Context: an optimization exercise on an open-source flow, tuned for small area. The choices shown serve that exercise and are no tape-out recipe. Function not checked in this run: the RTL went through the layout flow alone. No activity file was given, so power comes from the tool's default toggle rates.

$ cat flow/config.mk
export PLATFORM = sky130hd
export DESIGN_NAME = xfr1_boot
export DESIGN_NICKNAME = xfr1_boot
export VERILOG_FILES = /design/flow/design.v
export SDC_FILE = /design/flow/constraint.sdc
export NUM_CORES = 4
export LEC_CHECK = 0
export CAP_MARGIN = 20
export CORE_MARGIN = 2
export CORE_UTILIZATION = 40
export PLACE_DENSITY = 0.6
export SLEW_MARGIN = 20
$ cat flow/constraint.sdc
create_clock -name core_clock -period 10.0 [get_ports {clk}]
set_input_delay 2.0000 -clock core_clock [delete_from_list [all_inputs] [get_ports {clk}]]
set_output_delay 2.0000 -clock core_clock [all_outputs]
set_load 0.01 [all_outputs]
$ cat flow/design.v
module xfr1_rx #(
    parameter integer S  = 10,
    parameter integer PH = 5
) (
    input  wire        clk,
    input  wire        rst,
    input  wire        start,      
    input  wire [8:0]  polls,      
    input  wire        line,       
    output reg         done,       
    output reg  [1:0]  status,     
    output reg  [7:0]  data
);
    localparam [1:0] IDLE = 2'd0, SEARCH = 2'd1, DATA = 2'd2, STOPCHK = 2'd3;
    reg [1:0] state;
    reg [8:0] rx_polls;
    reg [4:0] rx_wait;
    reg [3:0] rx_k;
    reg [7:0] rx_sr;
    always @(*) begin
        done   = 1'b0;
        status = 2'd0;
        data   = rx_sr;
        case (state)
            SEARCH:  if (!line && rx_polls == 9'd1) begin
                         done   = 1'b1;
                         status = 2'd1;
                     end
            STOPCHK: if (rx_wait == 5'd0) begin
                         done   = 1'b1;
                         status = line ? 2'd2 : 2'd0;
                     end
            default: ;
        endcase
    end
    always @(posedge clk) begin
        if (rst) begin
            state <= IDLE;
        end else if (start) begin
            state    <= SEARCH;
            rx_polls <= polls;
        end else begin
            case (state)
                SEARCH: begin
                    if (line) begin
                        state   <= DATA;
                        rx_wait <= S + PH - 1;
                        rx_k    <= 4'd0;
                        rx_sr   <= 8'd0;
                    end else begin
                        rx_polls <= rx_polls - 9'd1;
                        if (rx_polls == 9'd1)
                            state <= IDLE;
                    end
                end
                DATA: begin
                    if (rx_wait != 5'd0) begin
                        rx_wait <= rx_wait - 5'd1;
                    end else begin
                        rx_sr   <= {rx_sr[6:0], line};
                        rx_k    <= rx_k + 4'd1;
                        rx_wait <= S - 1;
                        if (rx_k == 4'd7)
                            state <= STOPCHK;
                    end
                end
                STOPCHK: begin
                    if (rx_wait != 5'd0)
                        rx_wait <= rx_wait - 5'd1;
                    else
                        state <= IDLE;
                end
                default: ;
            endcase
        end
    end
endmodule
module xfr1_tx #(
    parameter integer S = 10
) (
    input  wire       clk,
    input  wire       rst,
    input  wire       start,
    input  wire [7:0] value,
    output wire       line_out,
    output wire       active,
    output wire       last
);
    reg       tx_active;
    reg [7:0] tx_sr;
    reg [3:0] tx_slot;
    reg [3:0] tx_sub;
    reg level;
    always @(*) begin
        case (tx_slot)
            4'd0:    level = 1'b1;
            4'd1:    level = tx_sr[7];
            4'd2:    level = tx_sr[6];
            4'd3:    level = tx_sr[5];
            4'd4:    level = tx_sr[4];
            4'd5:    level = tx_sr[3];
            4'd6:    level = tx_sr[2];
            4'd7:    level = tx_sr[1];
            4'd8:    level = tx_sr[0];
            default: level = 1'b0;
        endcase
    end
    assign line_out = tx_active & level;
    assign active   = tx_active;
    assign last     = tx_active && tx_slot == 4'd9 && tx_sub == S - 1;
    always @(posedge clk) begin
        if (rst) begin
            tx_active <= 1'b0;
        end else if (start) begin
            tx_active <= 1'b1;
            tx_sr     <= value;
            tx_slot   <= 4'd0;
            tx_sub    <= 4'd0;
        end else if (tx_active) begin
            if (tx_sub == S - 1) begin
                tx_sub <= 4'd0;
                if (tx_slot == 4'd9)
                    tx_active <= 1'b0;
                else
                    tx_slot <= tx_slot + 4'd1;
            end else begin
                tx_sub <= tx_sub + 4'd1;
            end
        end
    end
endmodule
module xfr1_boot (
    input  wire        clk,
    input  wire        rst,          
    input  wire        line_in,      
    output wire        line_out,     
    output reg         boot_user,    
    output reg         fl_req,
    output reg  [1:0]  fl_cmd,       
    output reg  [15:0] fl_addr,
    output reg  [15:0] fl_wdata,
    input  wire        fl_ack,
    input  wire [7:0]  fl_rdata,
    output reg         adc_req,
    input  wire        adc_ack,
    input  wire [7:0]  adc_data
);
    localparam integer S           = 10;
    localparam integer PH          = 5;
    localparam integer PAGE_SIZE   = 128;
    localparam [15:0]  USER_LIMIT  = 16'h7000;
    localparam [16:0]  PROG_MEM_SZ = 17'h08000;
    localparam integer BOOT_GRACE  = 2;
    localparam integer T_OPCODE    = 50;
    localparam integer T_OPERAND   = 5;
    localparam [1:0] FL_READ = 2'd0, FL_LOAD = 2'd1, FL_ERASE = 2'd2, FL_WRITE = 2'd3;
    localparam [2:0] ST_BOOT = 3'd0, ST_USER = 3'd1, ST_RX   = 3'd2, ST_FILL = 3'd3,
                     ST_COMMIT = 3'd4, ST_ADC = 3'd5, ST_WAIT = 3'd6, ST_TX  = 3'd7;
    reg [7:0] pb [0:PAGE_SIZE-1];
    reg [7:0] pb_hash;
    integer i;
    always @(*) begin
        pb_hash = 8'd0;
        for (i = 0; i < PAGE_SIZE; i = i + 1)
            pb_hash = {pb_hash[6:0], pb_hash[7]} ^ pb[i];
    end
    reg        rx_start;
    reg [8:0]  rx_polls;
    wire       rx_done;
    wire [1:0] rx_status;
    wire [7:0] rx_data;
    xfr1_rx #(.S(S), .PH(PH)) u_rx (
        .clk(clk), .rst(rst), .start(rx_start), .polls(rx_polls),
        .line(line_in), .done(rx_done), .status(rx_status), .data(rx_data)
    );
    reg        tx_start;
    reg [7:0]  tx_value;
    wire       tx_active, tx_last;
    xfr1_tx #(.S(S)) u_tx (
        .clk(clk), .rst(rst), .start(tx_start), .value(tx_value),
        .line_out(line_out), .active(tx_active), .last(tx_last)
    );
    reg [2:0]  state;
    reg [4:0]  boot_cnt;
    reg [1:0]  byte_no;      
    reg [7:0]  op, a0, a1;
    reg [7:0]  req_hash;     
    reg [1:0]  wait_cnt;     
    reg [7:0]  resp;         
    reg [6:0]  fcnt;         
    reg [1:0]  cphase;       
    wire [15:0] addr   = {a0, a1};
    wire [15:0] pa     = {addr[15:7], 7'd0};
    wire [7:0]  cur_op = (byte_no == 2'd0) ? rx_data : op;
    wire [2:0]  nops   = (cur_op == 8'd0) ? 3'd1 :
                         (cur_op == 8'd1 || cur_op == 8'd4 || cur_op == 8'd5) ? 3'd2 :
                         (cur_op == 8'd2 || cur_op == 8'd3) ? 3'd0 : 3'd7;
    wire [7:0]  rx_hash = {req_hash[6:0], req_hash[7]} ^ rx_data;
    task recv_next(input [8:0] n);
        begin
            rx_start = 1'b1;
            rx_polls = n;
        end
    endtask
    reg [2:0] state_n;
    reg       req_more;      
    reg       pb_we;
    reg [6:0] pb_wa;
    reg [7:0] pb_wd;
    always @(*) begin
        state_n  = state;
        req_more = 1'b0;
        rx_start = 1'b0;
        rx_polls = T_OPCODE * S;
        tx_start = 1'b0;
        tx_value = resp;
        pb_we    = 1'b0;
        pb_wa    = fcnt;
        pb_wd    = fl_rdata;
        fl_req   = 1'b0;
        fl_cmd   = FL_READ;
        fl_addr  = 16'd0;
        fl_wdata = 16'd0;
        adc_req  = 1'b0;
        case (state)
            ST_BOOT: begin
                if (line_in) begin
                    state_n = ST_RX;
                    recv_next(T_OPCODE * S);
                end else if (boot_cnt == BOOT_GRACE * S - 1) begin
                    state_n = ST_USER;
                end
            end
            ST_USER: ;
            ST_RX: begin
                if (rx_done) begin
                    if (rx_status != 2'd0) begin
                        recv_next(T_OPCODE * S);             
                    end else if (byte_no == 2'd0 && nops == 3'd7) begin
                        recv_next(T_OPCODE * S);             
                    end else if ({1'b0, byte_no} != nops + 3'd1) begin
                        req_more = 1'b1;
                        recv_next(T_OPERAND * S);            
                    end else if (rx_data != req_hash) begin
                        recv_next(T_OPCODE * S);             
                    end else begin
                        case (op)
                            8'd0: begin                      
                                if (a0[7]) recv_next(T_OPCODE * S);
                                else       state_n = ST_WAIT;
                            end
                            8'd1: begin                      
                                if (a0[7]) begin
                                    recv_next(T_OPCODE * S);
                                end else begin
                                    pb_we   = 1'b1;
                                    pb_wa   = a0[6:0];
                                    pb_wd   = a1;
                                    state_n = ST_WAIT;
                                end
                            end
                            8'd2: state_n = ST_ADC;          
                            8'd3: state_n = ST_WAIT;         
                            8'd4: begin                      
                                if (addr[6:0] != 7'd0 || {1'b0, addr} + PAGE_SIZE > PROG_MEM_SZ)
                                    recv_next(T_OPCODE * S);
                                else
                                    state_n = ST_FILL;
                            end
                            default: begin                   
                                if (addr >= USER_LIMIT)
                                    recv_next(T_OPCODE * S);
                                else
                                    state_n = ST_COMMIT;
                            end
                        endcase
                    end
                end
            end
            ST_FILL: begin
                fl_req  = 1'b1;
                fl_cmd  = FL_READ;
                fl_addr = addr + {9'd0, fcnt};
                if (fl_ack) begin
                    pb_we = 1'b1;
                    pb_wa = fcnt;
                    pb_wd = fl_rdata;
                    if (fcnt == 7'd127)
                        state_n = (wait_cnt == 2'd0) ? ST_TX : ST_WAIT;
                end
            end
            ST_COMMIT: begin
                fl_req = 1'b1;
                case (cphase)
                    2'd0: begin
                        fl_cmd   = FL_LOAD;
                        fl_addr  = pa + {8'd0, fcnt[5:0], 1'b0};
                        fl_wdata = {pb[{fcnt[5:0], 1'b1}], pb[{fcnt[5:0], 1'b0}]};
                    end
                    2'd1: begin
                        fl_cmd  = FL_ERASE;
                        fl_addr = pa;
                    end
                    default: begin
                        fl_cmd  = FL_WRITE;
                        fl_addr = pa;
                    end
                endcase
                if (fl_ack && cphase == 2'd2)
                    state_n = (wait_cnt == 2'd0) ? ST_TX : ST_WAIT;
            end
            ST_ADC: begin
                adc_req = 1'b1;
                if (adc_ack)
                    state_n = (wait_cnt == 2'd0) ? ST_TX : ST_WAIT;
            end
            ST_WAIT: begin
                if (wait_cnt == 2'd0)
                    state_n = ST_TX;
            end
            default: begin                                   
                if (tx_last) begin
                    state_n = ST_RX;
                    recv_next(T_OPCODE * S);
                end
            end
        endcase
        if (state != ST_TX && state_n == ST_TX) begin
            tx_start = 1'b1;
            case (op)
                8'd0:    tx_value = pb[a0[6:0]];
                8'd1:    tx_value = a1;
                8'd2:    tx_value = adc_ack ? adc_data : resp;
                8'd3:    tx_value = pb_hash;
                default: tx_value = PAGE_SIZE;
            endcase
        end
    end
    always @(posedge clk) begin
        if (pb_we)
            pb[pb_wa] <= pb_wd;
    end
    always @(posedge clk) begin
        if (rst) begin
            state     <= ST_BOOT;
            boot_cnt  <= 5'd0;
            boot_user <= 1'b0;
            wait_cnt  <= 2'd0;
        end else begin
            state <= state_n;
            if (state == ST_BOOT) begin
                boot_cnt <= boot_cnt + 5'd1;
                if (state_n == ST_USER)
                    boot_user <= 1'b1;
            end
            if (wait_cnt != 2'd0)
                wait_cnt <= wait_cnt - 2'd1;
            if (state == ST_RX && rx_done) begin
                if (!req_more) begin
                    byte_no  <= 2'd0;
                    req_hash <= 8'd0;
                end else begin
                    byte_no  <= byte_no + 2'd1;
                    req_hash <= rx_hash;
                    case (byte_no)
                        2'd0:    op <= rx_data;
                        2'd1:    a0 <= rx_data;
                        default: a1 <= rx_data;
                    endcase
                end
                if (rx_status == 2'd0 && state_n != ST_RX) begin
                    wait_cnt <= 2'd3;
                    fcnt     <= 7'd0;
                    cphase   <= 2'd0;
                end
            end
            if (state == ST_BOOT && state_n == ST_RX) begin
                byte_no  <= 2'd0;
                req_hash <= 8'd0;
            end
            if (state == ST_FILL && fl_ack)
                fcnt <= fcnt + 7'd1;
            if (state == ST_COMMIT && fl_ack) begin
                if (cphase == 2'd0) begin
                    fcnt <= fcnt + 7'd1;
                    if (fcnt[5:0] == 6'd63)
                        cphase <= 2'd1;
                end else if (cphase == 2'd1) begin
                    cphase <= 2'd2;
                end
            end
            if (state == ST_ADC && adc_ack)
                resp <= adc_data;
        end
    end
endmodule
$ cat flow/run.sh
#!/bin/bash
# synth_recipe.tcl (not shown) runs the flow's synth.tcl, then flattens the netlist and writes it again
# the make line also repeats each setting of config.mk as NAME=value (left out here)
make -C /OpenROAD-flow-scripts/flow DESIGN_CONFIG=/design/flow/config.mk WORK_HOME=/design/flow/orfs CLKGATE_MAP_FILE= SYNTH_SCRIPT=/design/flow/synth_recipe.tcl finish
==> metrics.yaml <==
r2r_cells: 14
path_buf_inv: 2
maxSlewViolCount: 0
fmax_ghz: 0.138
vias: 43757
skew_ns: 0.0374
die_w_microns: 403
drc: 0
clock_latency_ns: 0.79
setup_viol: 0
clock_path_buffers: 3
avgSynthCellArea_sq_um: 16.6
worst-path-stages: 6
initial_core_util_pct: 40.2
syn_nets: 3893
grt_use_total_pct: 39.4
synth_edf_count: 1117
yosys.area.top_type: "edfxtp_1"
whs_path_depth: 2
grt_pass1_wl_mm: 413
crit_path_start_kind: "register"
synth.top_cell.area_share_pct: 52.7
critPathTopFamily: "multiplexers"
io_buffers: 58
final_antenna_net_count: 0
cts_tree: "done"
end_kind: "primary output"
wirelength_mm: 323
ys_seq_area_share_pct: 53.6
fin_crit_ns: 7.25
final_area_sq_um: 70700
syn_to_final_growth_pct: 11.1
path_class: "register to primary output"
clk_pin_slew_ns: 0.07
hold_viol: 0
grt_max_degree: 138
die_area_sq_um: 162000
ys_warn_count: 3
async_flop_share_pct: 0
synthTopCellsByArea: "edfxtp_1, mux4_2, xnor2_1"
leakage_uw: 0.0213
wl_per_cell_microns: 53.3
clock-sinks: 1144
irDropWorstVdd_uv: 151
cts_made_buffers: 120
slowest_delay_ns: 0.82
worst_slew_margin_rel_pct: 14.1
min_path_type: "register to register"
ys.flop_type: "edfxtp_1"
cpMaxStageDelayCell: "dfxtp_4"
netlist_area_sq_um: 63600
place_area_sq_um: 66600
p_per_area_nw_per_um2: 150
pre_cts_ws_ns: 3.39
fin_cells: 6073
rsz0062_at_grt: "false"
layout.nets: 3919
worstPathMaxFanout: 105
crit_path_cell_trace: "buf_12, mux4_2, mux4_2, mux4_2, and2_1, clkdlybuf4s50_1"
place.gp.congestion: 1.10
fin_crit_sh_pct: 72.5
grt-ovfl-total: 0
io_pins: 59
synth_cell_types: 79
cts_setup_buffers: 0
setup-tns-final_ns: 0
grt_pass1_vias: 39475
cp_common_cell: "mux4_2"
cts_resized: 0
antenna_found_initial: 51
drt-pass1-iter-count: 6
die_height_microns: 403
cp.arrival_ns: 5.25
max_cap_viol_count: 0
vias_per_cell: 7.21
status: "no timing/DRC/antenna violations"
drive_above_1_share_pct: 23.9
cts-hold-fix-buffers: 0
core_area_sq_um: 158000
drt-initial-drc-count: 8684
worst_slack_ns: 2.75
dp_hpwl_mm: 251
cts-htree-levels: 3
crit_required_ns: 8.00
ys_ff_latch: 1144
rows: 146
dp_cells: 5818
whs_ns: 0.457
synthCells: 3842
cts_root_buffer: "clkbuf_16"
tightest_slew_ns: 1.28
## cells in the final DEF, fill, tap and decap left out, types with 29 or more instances in the layout
| cell | count |
|---|---|
| and2_1 | 41 |
| a21oi_1 | 39 |
| buf_4 | 45 |
| mux2i_1 | 31 |
| nor2_1 | 202 |
| o21ai_0 | 53 |
| mux4_2 | 650 |
| inv_1 | 34 |
| clkbuf_16 | 120 |
| clkdlybuf4s50_1 | 58 |
| clkbuf_1 | 29 |
| edfxtp_1 | 1117 |
| xor2_1 | 135 |
| diode_2 | 31 |
| xnor2_1 | 906 |
| nand2_1 | 84 |
| ha_1 | 29 |
## sequential cells by signal (all words and copies together), names as in the netlist, named ones only
signal / count
u_rx.rx_sr: 8
fcnt: 7
u_tx.tx_slot: 4
op: 8
u_rx.rx_k: 4
boot_cnt: 5
u_tx.tx_active: 1
u_rx.rx_wait: 5
byte_no: 2
cphase: 2
a0: 8
u_tx.tx_sr: 8
u_tx.tx_sub: 4
state: 3
u_rx.state: 2
u_rx.rx_polls: 9
a1: 8
wait_cnt: 2
pb: 1024
boot_user: 1
resp: 8
req_hash: 8
## synth_stat cells, types with 27 or more instances
| library cell | count |
|---|---|
| xor2_1 | 135 |
| a21oi_1 | 40 |
| clkbuf_1 | 124 |
| nand2_1 | 84 |
| nor2_1 | 202 |
| buf_2 | 40 |
| inv_1 | 34 |
| and2_1 | 41 |
| mux2i_1 | 35 |
| o21ai_0 | 54 |
| xnor2_1 | 908 |
| mux4_2 | 650 |
| buf_1 | 36 |
| dfxtp_1 | 27 |
| edfxtp_1 | 1117 |
| ha_1 | 29 |
| mux2_2 | 28 |
## area by class of cell
cell class	count	area, sq um
fillers	13750	87500
flip-flops and latches	1144	34100
multi-input cells	2456	28600
clock buffers	149	3110
well taps	2072	2590
repair buffers	112	1100
clock inverters	75	945
inverters	34	128
diodes	31	77.6
## worst paths after layout
path,startpoint,end,slack [ns]
setup / recovery,register,fl_wdata[8],2.75
hold / removal,boot_user$_SDFFE_PP0P_,boot_user$_SDFFE_PP0P_,0.46
setup reg to reg,byte_no[0]$_SDFFCE_PP0P_,pb[90][7]$_DFFE_PP_,3.58
hold reg to reg,boot_user$_SDFFE_PP0P_,boot_user$_SDFFE_PP0P_,0.46
## report_power, final
part	switching (uW)	internal [uW]	total (uW)	leakage, uW
Sequential	38.0	5270	5310	0.0103
Clock	2010	2710	4720	0.00195
Combinational	384	210	594	0.00905
Total	2430	8190	10600	0.0213
## metal layers
metal | vias up | global-route usage, % | part of all wire (%)
li1 | 15179 | - | -
met1 | 22704 | 49.7 | 35
met2 | 4752 | 54.4 | 41
met3 | 1074 | 18.4 | 16
met4 | 48 | 25.2 | 8.2
met5 | - | 0 | 0.11
## cells by family (layout without fill, tap and decap cells)
logic type | after synthesis | count (layout) | synth area share, %
multiplexers | 714 | 714 | 24.1
AO/OA/AOI/OAI | 204 | 204 | 2.13
AND/OR/NAND/NOR | 457 | 457 | 3.45
XOR/XNOR | 1051 | 1051 | 14.6
other | 0 | 31 | 0
buffers and inverters | 242 | 370 | 1.56
adder cells (fa/ha/maj) | 30 | 30 | 0.602
flip-flops | 1144 | 1144 | 53.6
## worst reg2reg max path: cells and delay by family (launching register included)
kind,cells,cell delay (ns)
compound gates,2,0.59
fa+ha+maj,3,1.09
buf+inv,2,0.54
flops,1,0.42
mux,1,1.04
simple gates,6,2.37
## stage by stage
step / total power, uW / utilization (%)
2_1_floorplan: 5710 / -
3_3_place_gp: 5970 / 42.1
3_5_place_dp: 5970 / 42.1
4_1_cts: 10600 / 44.6
5_1_grt: 10800 / 44.7
6_report: 10600 / 44.7

-- port drivers added, routing unchanged --
The flow's constraints put no driver on any port. The routed layout listed below was extracted and timed again, unchanged, in two steps.
Step 1 sets driving cells, clkbuf_16 on the clock port and buf_2 on the other inputs (assumed; they add their load-dependent delay and slew).
Step 2 adds t to the input delays and takes it off the output delays; t is the mean of the earliest and latest rising clock arrival at the registers after step 1. Input paths then give back, and output paths get back, about the clock's delay inside the block.
a / b / c = ideal / step 1 / step 2; a / b = the first two.
shift t [ns]: 0.862
setup slack, ns: 2.746 / 2.664 / 3.083
hold WS [ns]: 0.457 / 0.457 / 0.457
worst setup path at the end: input to register
After both steps setup and hold are still met in this run. The setup slack of this run moves by -0.082 ns with the drivers and by +0.337 ns with both steps.
